This is an optimization exercise on Yosys and OpenROAD, whose aim is small area, a short achievable clock period and few clock cycles per item, not a production implementation. Function was not checked in any run shown here: the RTL went through the layout flow alone. No activity file was given, so power comes from the tool's default toggle rates.

### design/flow/run.sh
#!/bin/bash
# synth_recipe.tcl (not shown) runs the flow's synth.tcl, then flattens the netlist and writes it again
# the make line also repeats each setting of config.mk as NAME=value (left out here)
make -C /OpenROAD-flow-scripts/flow DESIGN_CONFIG=/design/flow/config.mk WORK_HOME=/design/flow/orfs CLKGATE_MAP_FILE= SYNTH_SCRIPT=/design/flow/synth_recipe.tcl finish
### design/flow/config.mk
export PLATFORM = sky130hd
export DESIGN_NAME = muxcodec_quant
export DESIGN_NICKNAME = muxcodec_quant
export VERILOG_FILES = /design/flow/design.v
export SDC_FILE = /design/flow/constraint.sdc
export NUM_CORES = 4
export LEC_CHECK = 0
export CAP_MARGIN = 20
export CORE_MARGIN = 2
export CORE_UTILIZATION = 40
export SLEW_MARGIN = 20
### design/flow/constraint.sdc
create_clock -name core_clock -period 9.0 [get_ports {clk}]
set_input_delay 1.8000 -clock core_clock [delete_from_list [all_inputs] [get_ports {clk}]]
set_output_delay 1.8000 -clock core_clock [all_outputs]
set_load 0.01 [all_outputs]
### design/flow/design.v
module muxcodec_quant (
    input  wire        clk,
    input  wire        rst,         
    input  wire        in_valid,
    output wire        in_ready,
    input  wire        in_op,       
    input  wire [2:0]  in_res,      
    input  wire [2:0]  in_qty,      
    input  wire [63:0] in_din,
    output reg         out_valid,
    output reg  [63:0] out_dout,
    output reg  [2:0]  out_err      
);
    localparam [1:0] K_DIV = 2'd0;    
    localparam [1:0] K_MUL = 2'd1;    
    localparam [1:0] K_F2F = 2'd2;    
    localparam [1:0] K_F2D = 2'd3;    
    localparam [1:0] C_NONE = 2'd0;
    localparam [1:0] C_ZERO = 2'd1;   
    localparam [1:0] C_INF  = 2'd2;   
    localparam [1:0] C_NAN  = 2'd3;   
    reg         busy;       
    reg         fin;        
    reg         first;      
    reg         fr;         
    reg  [1:0]  kind;
    reg  [2:0]  err;        
    reg  [1:0]  cst;        
    reg  [1:0]  res;
    reg  [2:0]  qty;
    reg         neg;
    reg         seen;       
    reg         lo1, lo2, stk;   
    reg         up;         
    reg         sat;        
    reg  [54:0] A;          
    reg  [31:0] B;          
    reg  [10:0] X;          
    reg  [5:0]  T;          
    assign in_ready = ~busy;
    wire accept = in_valid & ~busy;
    reg  [51:0] rom_m;
    reg  [10:0] rom_c1, rom_cs;
    always @(*) begin
        case ({qty, res})
                5'b000_00: begin rom_m = 52'h47AE147AE147B; rom_c1 = 11'd1015; rom_cs = 11'd1024; end
                5'b000_01: begin rom_m = 52'hA36E2EB1C432D; rom_c1 = 11'd1008; rom_cs = 11'd1025; end
                5'b000_10: begin rom_m = 52'h4F8B588E368F1; rom_c1 = 11'd1005; rom_cs = 11'd1038; end
                5'b001_00: begin rom_m = 52'h999999999999A; rom_c1 = 11'd1018; rom_cs = 11'd1027; end
                5'b001_01: begin rom_m = 52'h0624DD2F1A9FC; rom_c1 = 11'd1010; rom_cs = 11'd1027; end
                5'b001_10: begin rom_m = 52'h4F8B588E368F1; rom_c1 = 11'd1005; rom_cs = 11'd1038; end
                5'b010_00: begin rom_m = 52'h0000000000000; rom_c1 = 11'd1021; rom_cs = 11'd1030; end
                5'b010_01: begin rom_m = 52'h47AE147AE147B; rom_c1 = 11'd1015; rom_cs = 11'd1032; end
                5'b010_10: begin rom_m = 52'h0624DD2F1A9FC; rom_c1 = 11'd1012; rom_cs = 11'd1045; end
                5'b011_00: begin rom_m = 52'h0204081020408; rom_c1 = 11'd1015; rom_cs = 11'd1024; end
                5'b011_01: begin rom_m = 52'h0002000400080; rom_c1 = 11'd1007; rom_cs = 11'd1024; end
                5'b011_10: begin rom_m = 52'h0000000200000; rom_c1 = 11'd991; rom_cs = 11'd1024; end
                5'b100_00: begin rom_m = 52'h0000000000000; rom_c1 = 11'd1021; rom_cs = 11'd1030; end
                5'b100_01: begin rom_m = 52'h999999999999A; rom_c1 = 11'd1018; rom_cs = 11'd1035; end
                5'b100_10: begin rom_m = 52'h0624DD2F1A9FC; rom_c1 = 11'd1012; rom_cs = 11'd1045; end
                5'b101_00: begin rom_m = 52'h0000000000000; rom_c1 = 11'd1022; rom_cs = 11'd1031; end
                5'b101_01: begin rom_m = 52'h999999999999A; rom_c1 = 11'd1018; rom_cs = 11'd1035; end
                5'b101_10: begin rom_m = 52'h0624DD2F1A9FC; rom_c1 = 11'd1012; rom_cs = 11'd1045; end
                5'b110_00: begin rom_m = 52'h47AE147AE147B; rom_c1 = 11'd1015; rom_cs = 11'd1024; end
                5'b110_01: begin rom_m = 52'h0624DD2F1A9FC; rom_c1 = 11'd1012; rom_cs = 11'd1029; end
                5'b110_10: begin rom_m = 52'h0C6F7A0B5ED8D; rom_c1 = 11'd1002; rom_cs = 11'd1035; end
                5'b111_00: begin rom_m = 52'h0000000000000; rom_c1 = 11'd1022; rom_cs = 11'd1031; end
                5'b111_01: begin rom_m = 52'h999999999999A; rom_c1 = 11'd1018; rom_cs = 11'd1035; end
                5'b111_10: begin rom_m = 52'h0624DD2F1A9FC; rom_c1 = 11'd1012; rom_cs = 11'd1045; end
            default:   begin rom_m = 52'd0; rom_c1 = 11'd1022; rom_cs = 11'd1055; end
        endcase
    end
    reg  [10:0] i_c1;
    always @(*) begin
        case ({in_qty, in_res[1:0]})
                5'b000_00: i_c1 = 11'd1015;
                5'b000_01: i_c1 = 11'd1008;
                5'b000_10: i_c1 = 11'd1005;
                5'b001_00: i_c1 = 11'd1018;
                5'b001_01: i_c1 = 11'd1010;
                5'b001_10: i_c1 = 11'd1005;
                5'b010_00: i_c1 = 11'd1021;
                5'b010_01: i_c1 = 11'd1015;
                5'b010_10: i_c1 = 11'd1012;
                5'b011_00: i_c1 = 11'd1015;
                5'b011_01: i_c1 = 11'd1007;
                5'b011_10: i_c1 = 11'd991;
                5'b100_00: i_c1 = 11'd1021;
                5'b100_01: i_c1 = 11'd1018;
                5'b100_10: i_c1 = 11'd1012;
                5'b101_00: i_c1 = 11'd1022;
                5'b101_01: i_c1 = 11'd1018;
                5'b101_10: i_c1 = 11'd1012;
                5'b110_00: i_c1 = 11'd1015;
                5'b110_01: i_c1 = 11'd1012;
                5'b110_10: i_c1 = 11'd1002;
                5'b111_00: i_c1 = 11'd1022;
                5'b111_01: i_c1 = 11'd1018;
                5'b111_10: i_c1 = 11'd1012;
            default:   i_c1 = 11'd1022;
        endcase
    end
    wire        i_int  = ~in_res[2] & ~(in_res[1] & in_res[0]);
    wire        i_err  = in_res[2];
    wire        i_flt  = (in_res == 3'd3);
    wire [10:0] i_e64  = in_din[62:52];
    wire [7:0]  i_e32  = in_din[30:23];
    wire        i_f2f_sub = (i_e64[10:5] == 6'b011011) | (i_e64 == 11'd896);
    wire        i_f2d_sub = (i_e32 == 8'd0);
    wire        i_iter = i_int | (i_flt & (in_op ? i_f2d_sub : i_f2f_sub));
    reg  [31:0] i_k;
    always @(*) begin
        case (in_res[1:0])
            2'd0:    i_k = {{24{in_din[7]}},  in_din[7:0]};
            2'd1:    i_k = {{16{in_din[15]}}, in_din[15:0]};
            default: i_k = in_din[31:0];
        endcase
    end
    reg  [31:0] i_krev;
    integer i;
    always @(*) begin
        for (i = 0; i < 32; i = i + 1)
            i_krev[31 - i] = i_k[i];
    end
    wire        i_e32ff = (i_e32 == 8'hFF);
    wire [22:0] i_m32   = {in_din[22] | (i_e32ff & (|in_din[21:0])), in_din[21:0]};
    wire [10:0] i_x32   = i_e32ff ? 11'h7FF :
                          (i_e32 == 8'd0) ? 11'd897 :
                          {i_e32[7], ~i_e32[7], ~i_e32[7], ~i_e32[7], i_e32[6:0]};
    wire        kraw   = B[31];
    wire        kbit   = neg & seen ? ~kraw : kraw;
    wire        seen_n = seen | kraw;
    reg         noadd, sub;
    always @(*) begin
        case (kind)
            K_DIV:   begin noadd = 1'b0;  sub = ~A[54]; end
            K_MUL:   begin noadd = ~kbit; sub = 1'b1;   end
            default: begin noadd = 1'b1;  sub = 1'b1;   end
        endcase
    end
    wire [54:0] Y = {55{noadd}} | ({55{sub}} ^ {2'b00, 1'b1, rom_m});
    wire [54:0] S = A + Y + {54'd0, noadd | sub};
    wire        qbit = ~S[54];
    wire        q_int  = ~fr & (X != rom_c1);
    wire        q_nan  = (X == 11'h7FF);
    wire        q_zero = (X < rom_c1);
    wire        q_sat  = (X >= rom_cs);
    wire        q_spec = first & (q_nan | q_zero | q_sat);
    wire        k_rest = neg ? (&B[30:0]) : ~(|B[30:0]);
    wire        k_done = k_rest & (~neg | seen_n);
    reg  [31:0] k_min_rev;
    always @(*) begin
        case (res)
            2'd0:    k_min_rev = 32'h01FFFFFF;
            2'd1:    k_min_rev = 32'h0001FFFF;
            default: k_min_rev = 32'h00000001;
        endcase
    end
    wire        k_zero = (B == 32'd0);
    wire        k_min  = (B == k_min_rev);
    reg  [30:0] q_max;
    reg         q_top, q_ones;
    always @(*) begin
        case (res)
            2'd0:    begin q_max = 31'h7F;       q_top = B[7];  q_ones = &B[6:0];  end
            2'd1:    begin q_max = 31'h7FFF;     q_top = B[15]; q_ones = &B[14:0]; end
            default: begin q_max = 31'h7FFFFFFF; q_top = B[31]; q_ones = &B[30:0]; end
        endcase
    end
    wire        q_satf = sat | q_top | (up & q_ones);
    wire [31:0] q_base = q_satf ? {1'b0, q_max} : B;
    wire        q_u    = ~q_satf & up;
    wire [31:0] q_val  = (neg ? ~q_base : q_base) + {31'd0, neg ^ q_u};
    reg  [63:0] q_dout;
    always @(*) begin
        case (res)
            2'd0:    q_dout = {56'd0, q_val[7:0]};
            2'd1:    q_dout = {48'd0, q_val[15:0]};
            default: q_dout = {32'd0, q_val};
        endcase
    end
    reg  [63:0] q_sent;
    always @(*) begin
        case (res)
            2'd0:    q_sent = 64'h80;
            2'd1:    q_sent = 64'h8000;
            default: q_sent = 64'h80000000;
        endcase
    end
    wire [52:0] acc    = ~A[52:0];
    wire        m_top  = acc[52];
    wire [52:0] m_man  = m_top ? acc : {acc[51:0], lo1};
    wire        m_rb   = m_top ? lo1 : lo2;
    wire        m_sb   = m_top ? (lo2 | stk) : stk;
    wire        m_up   = m_rb & (m_sb | m_man[0]);
    wire [53:0] m_rnd  = {1'b0, m_man} + {53'd0, m_up};
    wire [10:0] m_exp  = X + {9'd0, m_top & m_rnd[53], m_top ^ m_rnd[53]};
    wire [63:0] m_dout = {neg, m_exp, m_rnd[51:0]};
    wire [52:0] fm     = ~A[52:0];
    wire        f_rb   = fm[28];
    wire        f_sb   = (|fm[27:0]) | lo1 | lo2 | stk;
    wire        f_up   = f_rb & (f_sb | fm[29]);
    wire [7:0]  f_e8   = {~X[7], X[6:0]} & {8{fm[52]}};
    wire [30:0] f_body = {f_e8, fm[51:29]} + {30'd0, f_up};
    wire        f_nan  = |fm[51:0];
    reg  [31:0] f_out;
    always @(*) begin
        case (cst)
            C_ZERO:  f_out = {neg, 31'd0};
            C_INF:   f_out = {neg, 8'hFF, 23'd0};
            C_NAN:   f_out = f_nan ? {neg, 8'hFF, 1'b1, fm[50:29]} : {neg, 8'hFF, 23'd0};
            default: f_out = {neg, f_body};
        endcase
    end
    wire [63:0] d_dout = (cst == C_ZERO) ? {neg, 63'd0} : {neg, X, B[22:0], 29'd0};
    reg  [63:0] r_dout;
    always @(*) begin
        if (err != 3'd0)
            r_dout = 64'd0;
        else begin
            case (kind)
                K_DIV:   r_dout = (cst == C_INF) ? q_sent : q_dout;
                K_MUL:   r_dout = (cst == C_ZERO) ? 64'd0 :
                                  (cst == C_NAN)  ? 64'h7FF8000000000000 : m_dout;
                K_F2F:   r_dout = {32'd0, f_out};
                default: r_dout = d_dout;
            endcase
        end
    end
    reg done;    
    always @(*) begin
        case (kind)
            K_DIV:   done = q_spec | (~q_int & (~qbit | (T == 6'd1)));
            K_MUL:   done = (first & k_min) | k_done;
            K_F2F:   done = (X == 11'd896);
            default: done = B[22] | (first & (B[22:0] == 23'd0));
        endcase
    end
    wire        x_dn = ~kind[0] ^ kind[1];
    always @(posedge clk) begin
        out_dout <= r_dout;
        out_err  <= err;
        if (accept) begin
            res   <= in_res[1:0];
            qty   <= in_qty;
            first <= 1'b1;
            fr    <= 1'b0;
            err   <= (in_res == 3'd4) ? 3'd3 : in_res[2] ? 3'd5 : 3'd0;
            lo1   <= 1'b0;
            lo2   <= 1'b0;
            stk   <= 1'b0;
            up    <= 1'b0;
            sat   <= 1'b0;
            seen  <= 1'b0;
            T     <= 6'd54;
            cst   <= C_NONE;
            if (in_op) begin
                if (i_flt) begin
                    kind <= K_F2D;
                    neg  <= in_din[31];
                    X    <= i_x32;
                    B    <= {9'd0, i_m32};
                end else begin
                    kind <= K_MUL;
                    neg  <= i_k[31];
                    X    <= i_c1;
                    B    <= i_krev;
                end
                A <= {55{1'b1}};
            end else begin
                kind <= i_flt ? K_F2F : K_DIV;
                neg  <= in_din[63];
                X    <= i_e64;
                A    <= {55{i_flt}} ^ {2'b00, 1'b1, in_din[51:0]};
                B    <= 32'd0;
                if (i_flt) begin
                    if (i_e64 == 11'h7FF)
                        cst <= C_NAN;
                    else if (i_e64 >= 11'd1151)
                        cst <= C_INF;
                    else if (i_e64 <= 11'd872)
                        cst <= C_ZERO;
                end
            end
        end else begin
            first <= 1'b0;
            X     <= X + (x_dn ? 11'h7FF : 11'h001);
            lo1   <= ~S[0];
            lo2   <= lo1;
            stk   <= stk | lo2;
            seen  <= seen_n;
            if (kind == K_DIV)
                A <= {S[53:0], 1'b0};
            else
                A <= {S[54], S[54:1]};
            if (~(first & ~qbit & q_int)) T <= T - 6'd1;
            case (kind)
                K_DIV: begin
                    if (q_spec) begin
                        cst <= q_nan ? C_INF : C_NONE;
                        sat <= q_sat & ~q_nan;
                    end else if (q_int) begin
                        B <= {B[30:0], qbit};
                    end else begin
                        fr <= 1'b1;
                        up <= qbit;
                    end
                end
                K_MUL: begin
                    B <= {B[30:0], neg};
                    if (first & k_zero) cst <= C_ZERO;
                    if (first & k_min)  cst <= C_NAN;
                end
                K_F2F: ;
                default: begin
                    B <= {B[30:0], 1'b0};
                    if (first & (B[22:0] == 23'd0)) cst <= C_ZERO;
                end
            endcase
        end
        if (rst) begin
            busy      <= 1'b0;
            fin       <= 1'b0;
            out_valid <= 1'b0;
        end else begin
            out_valid <= fin;
            if (accept) begin
                busy <= i_iter;
                fin  <= ~i_iter;
            end else if (busy) begin
                busy <= ~done;
                fin  <= done;
            end else begin
                fin  <= 1'b0;
            end
        end
    end
endmodule
==> impl_metrics.tcl, run 1 <==
set metrics [dict create \
    met3_length_mm 7.219 \
    place_area_sq_um 22380 \
    drt-pass1-iter-count 6 \
    start_kind "register" \
    power_density_nw_per_um2 308.5 \
    cp-end-kind "register" \
    synth_cell_type_count 96 \
    drt-initial-drc-count 2652 \
    top_layer "met5" \
    synthArstFlopShare 0 \
    avgViaCountPerCell 6.247 \
    clock_latency_ns 0.62 \
    core_area_sq_um 51090 \
    layout.nets 2954 \
    seqCellArea_sq_um 5379 \
    setup_ws_ns 2.607 \
    drive_above_1_share 0.05129 \
    crit_arrival_ns 6.89 \
    fin_tns_setup_ns 0 \
    antenna_left 0 \
    clk_path_buf_depth 3 \
    vdd_drop_max_mv 0.1916 \
    synthFlopType "dfxtp_1" \
    placed_cells 3412 \
    worst_pin_slew_ns 1.177 \
    outcome "no timing/DRC/antenna violations" \
    path_cells "inv_1 > ha_1 > nor2_1 > a21oi_2 > buf_4 > nand3_1 > inv_1 > fa_1 > inv_1 > fa_1 > a21o_1 > a21oi_1 > o21ai_0 > a221oi_1 > o31ai_1 > a31o_2 > a31oi_1 > nor4_1 > o31a_1 > o21ai_0 > or3b_1" \
    antenna_found_initial 2 \
    initial_core_util 0.4034 \
    max-cap-violations 0 \
    layout_common_cells "350 x nand2_1, 240 x nor2_1, 232 x a21oi_1" \
    drt-met1-wl_mm 35.30 \
    syn_avg_cell_area_sq_um 7.487 \
    slowest_delay_ns 0.66 \
    syn-num-nets 2943 \
    portBuffers 142 \
    fp.dieH_um 231.0 \
    multiInputGateArea_sq_um 14240 \
    place_worst_setup_slack_ns 2.714 \
    fin_crit_ns 6.393 \
    critPathSlowestCell "a221oi_1" \
    grt_setup_unrepaired "no" \
    hold_path_class "reg2reg" \
    wire_per_inst_um 24.43 \
    slew_violations 0 \
    post_cts_buffers 0 \
    cts.repair.resized 0 \
    drt_wl_total_mm 84.75 \
    wl_met2_mm 37.47 \
    critical_path.max_fanout 42 \
    routabilityCongestion 0.9821 \
    cts.sink_count 246 \
    dieArea_sq_um 53360 \
    htree_levels 1 \
    yosys_warnings 1 \
    rows 83 \
    ys_ff_latch 246 \
    grt-ovfl-total 0 \
    drcViolationCount 0 \
    stdcell_count 3469 \
    ys_seq_area_frac 0.2608 \
    leakage_nw 8.631 \
    clock_skew_ns 0.02061 \
    grt_max_degree 77 \
    timing.fmax_mhz 156.4 \
    critical_path_class "reg2reg" \
    cts_tree "built" \
    final_common_cell "nand2_1" \
    n_fill_cell 5126 \
    setup_viol 0 \
    dp_hpwl_mm 64.34 \
    num_io_pins 143 \
    clockRootBuffer "clkbuf_16" \
    netlist_area_sq_um 20610 \
    hold_viol_final 0 \
    path_clk_slew_ns 0.06 \
    synthCells 2753 \
    slew_headroom 0.2107 \
    final_area_sq_um 23420 \
    cp.required_ns 9.50 \
    via_count 21670 \
    synth_edf_count 45 \
    numCtsBuffers 30 \
    grt_usage 0.3087 \
    die_x_um 231.0 \
    hold_buffers 0 \
    grt_pass1_vias 20300 \
    period_share 0.7103 \
    cpMostUsedCell "inv_1" \
    grt_pass1_wl_mm 127.0 \
    areaGrowthSynthToFinish_pct 13.64 \
]
[registers in the layout, summed over array words and instances (netlist names), 2 cells and up]
register / flops
X: 11
B: 32
rom_c1: 6
qty: 3
err: 3
res: 2
cst: 2
A: 55
out_dout: 64
rom_m: 40
out_err: 3
T: 6
kind: 2
rom_cs: 5
[area by class of cell]
cell class              instances  area share
clock inverters                17     0.01047
flip-flops and latches        246      0.2296
repair buffers                171     0.06997
clock buffers                  39     0.03392
inverters                      73     0.01170
diodes                          1   0.0001068
well taps                     680     0.03632
multi-input cells            2242      0.6079
[path summary, 6_finish.rpt]
kind / from / cells after the start / to / slack, ns
min reg2reg: err[1] / 0 / out_err[1] / 0.36
max: kind[1] / 21 / T[5] / 2.61
min: err[1] / 0 / out_err[1] / 0.36
max reg2reg: kind[1] / 21 / T[5] / 2.61
[layer usage]
layer  GRT usage  vias up
met5           0        -
met4      0.1593        2
met3     0.04200      200
met2      0.4852     1118
met1      0.4120    10350
li1            -    10000
[report_power, final]
group	switching [mW]	internal [mW]	leakage (nW)
clock	0.527	0.769	0.502
sequential	0.694	1.39	2.14
combinational	2.31	1.53	5.99
total	3.53	3.70	8.63
[per-stage QoR]
step                power, mW  hold WS (ns)    util
global placement        5.763        0.3493  0.4380
global route            7.683        0.3842  0.4584
floorplan               4.616        0.3393       -
finish                  7.226        0.3623  0.4584
CTS                     7.116        0.3621  0.4584
detailed placement      5.801        0.3488  0.4380
[cells in the mapped netlist (26+ instances only)]
cell      number  share of area
a211oi_1      32          0.012
a21o_1        41          0.015
a21oi_1      233          0.057
a22oi_1       26         0.0095
a31oi_1       47          0.014
buf_1         31         0.0056
clkbuf_1     141          0.026
dfxtp_1      201           0.20
edfxtp_1      45          0.066
ha_1         112          0.068
inv_1         66          0.012
mux2i_1       32          0.016
nand2_1      352          0.064
nand2b_1      30         0.0091
nand3_1       85          0.021
nand4_1       31         0.0094
nor2_1       241          0.044
nor3_1        69          0.017
nor4_1        26         0.0079
o211ai_1      26         0.0095
o21ai_0      192          0.047
o22ai_1       48          0.015
xnor2_1      191          0.081
xor2_1        54          0.023
[kinds of logic (layout without fill, tap and decap cells)]
logic type	count (synthesis)	in the layout	share of synthesized area
compound gates	853	853	0.2636
xor+xnor	245	245	0.1041
fa+ha+maj	116	116	0.07187
buf+inv	265	300	0.05038
flops	246	246	0.2608
mux	37	37	0.01936
other cells	0	1	0
simple gates	991	991	0.2299
[worst max-delay path, delay by kind of cell, from the launching register on]
kind / cells / cell delay [ns]
compound gates: 10 / 3.13
fa+ha+maj: 3 / 1.15
simple gates: 4 / 0.88
buf+inv: 4 / 0.66
flops: 1 / 0.42
==> run 2: changes to the inputs <==
--- a/design/flow/config.mk
+++ b/design/flow/config.mk
@@ -9,3 +9,4 @@
 export CORE_MARGIN = 2
 export CORE_UTILIZATION = 40
+export SETUP_SLACK_MARGIN = 4.5
 export SLEW_MARGIN = 20
==> impl_metrics.tcl, run 2 <==
set metrics [dict create \
    outcome "no timing/DRC/antenna violations" \
    setup_viol 0 \
    rrSetupSlack_ns 4.44 \
    portBuffers 142 \
    fin_util 0.4982 \
    start_kind "register" \
    cts.sink_count 246 \
    max-cap-violations 0 \
    setup_ws_ns 4.442 \
    antenna_found_initial 6 \
    placed_cells 3415 \
    synth_top_cell_by_area "dfxtp_1" \
    hold_start "err[2]" \
    drt_wl_total_mm 89.91 \
    drcViolationCount 0 \
    hold_path_depth 0 \
    synthArstFlopShare 0 \
    stdcell_count 3585 \
    die_x_um 231.0 \
    hold-worst-slack_ns 0.3643 \
    netlist_area_sq_um 20610 \
    htree_levels 1 \
    slew_violations 0 \
    syn-num-nets 2943 \
    path_clk_slew_ns 0.06 \
    crit_arrival_ns 5.11 \
    r2r-start "neg" \
    syn_avg_cell_area_sq_um 7.487 \
    hold_buffers 0 \
    layout_common_cells "341 x nand2_1, 235 x nor2_1, 220 x a21oi_1" \
    grt_use_met2 0.5120 \
    synth_most_common_cell "nand2_1" \
    seqCellArea_sq_um 5381 \
    cp-end-kind "register" \
    final_common_cell "nand2_1" \
    synthFlopType "dfxtp_1" \
    clock_latency_ns 0.62 \
    critPathSlowestCell "ha_1" \
    r2r-end "T[2]" \
    synth_edf_count 45 \
    gr-max-usage-layer "met2" \
    drive_above_1_share 0.1306 \
    grt_pass1_wl_mm 132.2 \
    period_share 0.5064 \
    fp.dieH_um 231.0 \
    grt_max_degree 74 \
    areaGrowthSynthToFinish_pct 23.50 \
    worst-r2r-cell-count 19 \
    synthTopCellsByCount "352 x nand2_1, 241 x nor2_1, 233 x a21oi_1" \
    vdd_drop_max_mv 0.1722 \
    routabilityCongestion 0.9618 \
    holdPathEnd "out_err[2]" \
    ys_seq_area_frac 0.2608 \
    timing.fmax_mhz 219.4 \
    leakage_nw 9.451 \
    grt_setup_unrepaired "yes" \
    slowest_delay_ns 0.40 \
    grt-ovfl-total 0 \
    dp_hpwl_mm 65.19 \
    critical_path_class "reg2reg" \
    hold_viol_final 0 \
    numCtsBuffers 30 \
    synthCells 2753 \
    avgViaCountPerCell 6.268 \
    fin_tns_setup_ns 0 \
    use_met3 0.05608 \
    synth_cell_type_count 96 \
    grtUsageMet1 0.4156 \
    ys_ff_latch 246 \
    clk_path_buf_depth 3 \
    drt-initial-drc-count 2718 \
    initial_core_util 0.4034 \
    rows 83 \
    dieArea_sq_um 53360 \
    layout.nets 3069 \
    cp.required_ns 9.55 \
    wire_per_inst_um 25.08 \
    antenna_left 0 \
    largest-register "out_dout" \
    yosys_warnings 1 \
    place_worst_setup_slack_ns 3.128 \
    multiInputGateArea_sq_um 15070 \
    path_cells "buf_12 > nand2_1 > xor2_1 > a21oi_4 > bufbuf_16 > nand2_1 > ha_1 > a21o_1 > a31oi_1 > o21ai_0 > a221oi_4 > o31ai_2 > a31o_2 > a31oi_4 > nor4_4 > o31a_1 > buf_6 > or3_1 > nand3_1" \
    largest_reg_flops 64 \
    clockRootBuffer "clkbuf_16" \
    drt-pass1-iter-count 6 \
    hold_path_class "reg2reg" \
    cpMostUsedCell "nand2_1" \
    worst_pin_slew_ns 0.9674 \
    core_area_sq_um 51090 \
    critical_path.max_fanout 13 \
    power_density_nw_per_um2 309.3 \
    cts_tree "built" \
    yosysTopAreaCellShare 0.1952 \
    slew_headroom 0.3535 \
    grt_usage 0.3237 \
    grt_pass1_vias 20998 \
    clock_skew_ns 0.02027 \
    via_count 22472 \
    fin_crit_ns 4.558 \
    n_fill_cell 5012 \
    synth_area_leaders "dfxtp_1 20%, xnor2_1 8.1%, ha_1 6.8%, edfxtp_1 6.6%, nand2_1 6.4%" \
    num_io_pins 143 \
]
==> run 2: cell count changes in the layout (fill, tap and decap cells not counted), moves of 9 or more <==
| cell | delta |
|---|---|
| nand2_1 | -9 |
| buf_4 | +90 |
| ha_2 | +10 |
| bufbuf_16 | +10 |
| o21ai_0 | -13 |
| a21oi_2 | +9 |
| ha_4 | +20 |
| ha_1 | -30 |
| a21oi_1 | -12 |
==> run 2: critical path: cells and delay by family, from the launching register on <==
kind	cells	cell delay [ns]
xor gates and xnor gates	1	0.18
adders and majority gates	1	0.40
AOI/OAI and AO/OA	9	2.28
and+or+nand+nor	5	0.62
buffers and inverters	3	0.64
DFF	1	0.39
==> run 2: kinds of logic (layout without fill, tap and decap cells) <==
logic type                 count (synthesis)  count (layout)  share of synthesized area
adders and majority gates                116             116                    0.07187
other                                      0               2                          0
and+or+nand+nor                          991             991                     0.2299
AOI/OAI and AO/OA                        853             853                     0.2636
xor gates and xnor gates                 245             245                     0.1041
buffers and inverters                    265             415                    0.05038
DFF                                      246             246                     0.2608
muxes                                     37              37                    0.01936
==> run 2: report_power, final <==
part           switching, mW  internal (mW)
Clock                  0.544          0.684
Combinational           2.69           1.95
Sequential             0.613           1.39
==> run 2: repair_timing <==
action,CTS,global route
cloned,10,1
setup endpoints to repair,119,78
pin swaps,36,57
resized for setup,87,94
buffers inserted,63,38
==> run 2: how the worst max path moves through the flow <==
stage,end,from,cells past startpoint
after global routing,T[5],kind[0],20
final,T[2],neg,19
after CTS,T[4],kind[1],20
after global placement,fin,kind[0],21
after floorplan,T[5],kind[0],18
after detailed placement,fin,kind[0],21
==> run 2: per-layer routing <==
layer	share of wire	routed length (um)	vias to the layer above
met3	0.092	8259	261
met2	0.44	39950	1199
met5	0.00053	48	-
met4	0.064	5740	8
met1	0.40	35910	10753
li1	-	-	10251
==> run 2: cell type report <==
| cell class | count | area share |
|---|---|---|
| multi-input combinational | 2242 | 0.5918 |
| timing repair buffer | 286 | 0.1130 |
| clock inverter | 18 | 0.006881 |
| inverter | 73 | 0.01096 |
| sequential | 246 | 0.2114 |
| tap | 680 | 0.03342 |
| clock buffer | 38 | 0.03224 |
| antenna | 2 | 0.0001966 |
==> run 2: stage by stage <==
stage | power, mW | cell area, sq um
floorplan | 4.652 | 20710
global placement | 5.795 | 22440
detailed placement | 5.845 | 22440
CTS | 7.450 | 24660
global route | 8.305 | 25450
finish | 7.874 | 25460

## afterwards: timing with drivers on the ports
In the flow no input, the clock included, has a driving cell. The finished layouts below were timed again as built, in two steps.
Step 1 (the two cells are an assumption about what drives the block):
set clk [get_ports {clk}]
set_driving_cell -lib_cell sky130_fd_sc_hd__clkbuf_16 $clk
set_driving_cell -lib_cell sky130_fd_sc_hd__buf_2 [delete_from_list [all_inputs] $clk]
Step 2 adds t to the input delays and takes it off the output delays; t is the mean of the earliest and latest rising clock arrival at the registers after step 1. Input paths then give back, and output paths get back, about the clock's delay inside the block.
a / b / c = ideal ports / drivers / drivers and shift; a / b = the first two.
run | t (ns) | setup WS [ns] | hold slack, ns | clock arrival spread, ns
run 1 | 0.666 | 2.607 / 2.607 / 2.607 | 0.362 / 0.362 / 0.362 | 0.022 / 0.022
run 2 | 0.669 | 4.442 / 4.442 / 3.931 | 0.364 / 0.364 / 0.364 | 0.020 / 0.021
After both steps setup and hold are still met in every run listed. For run 2, which loses most, drivers alone change the setup slack by 0.000 ns; drivers and shift together by -0.511 ns.
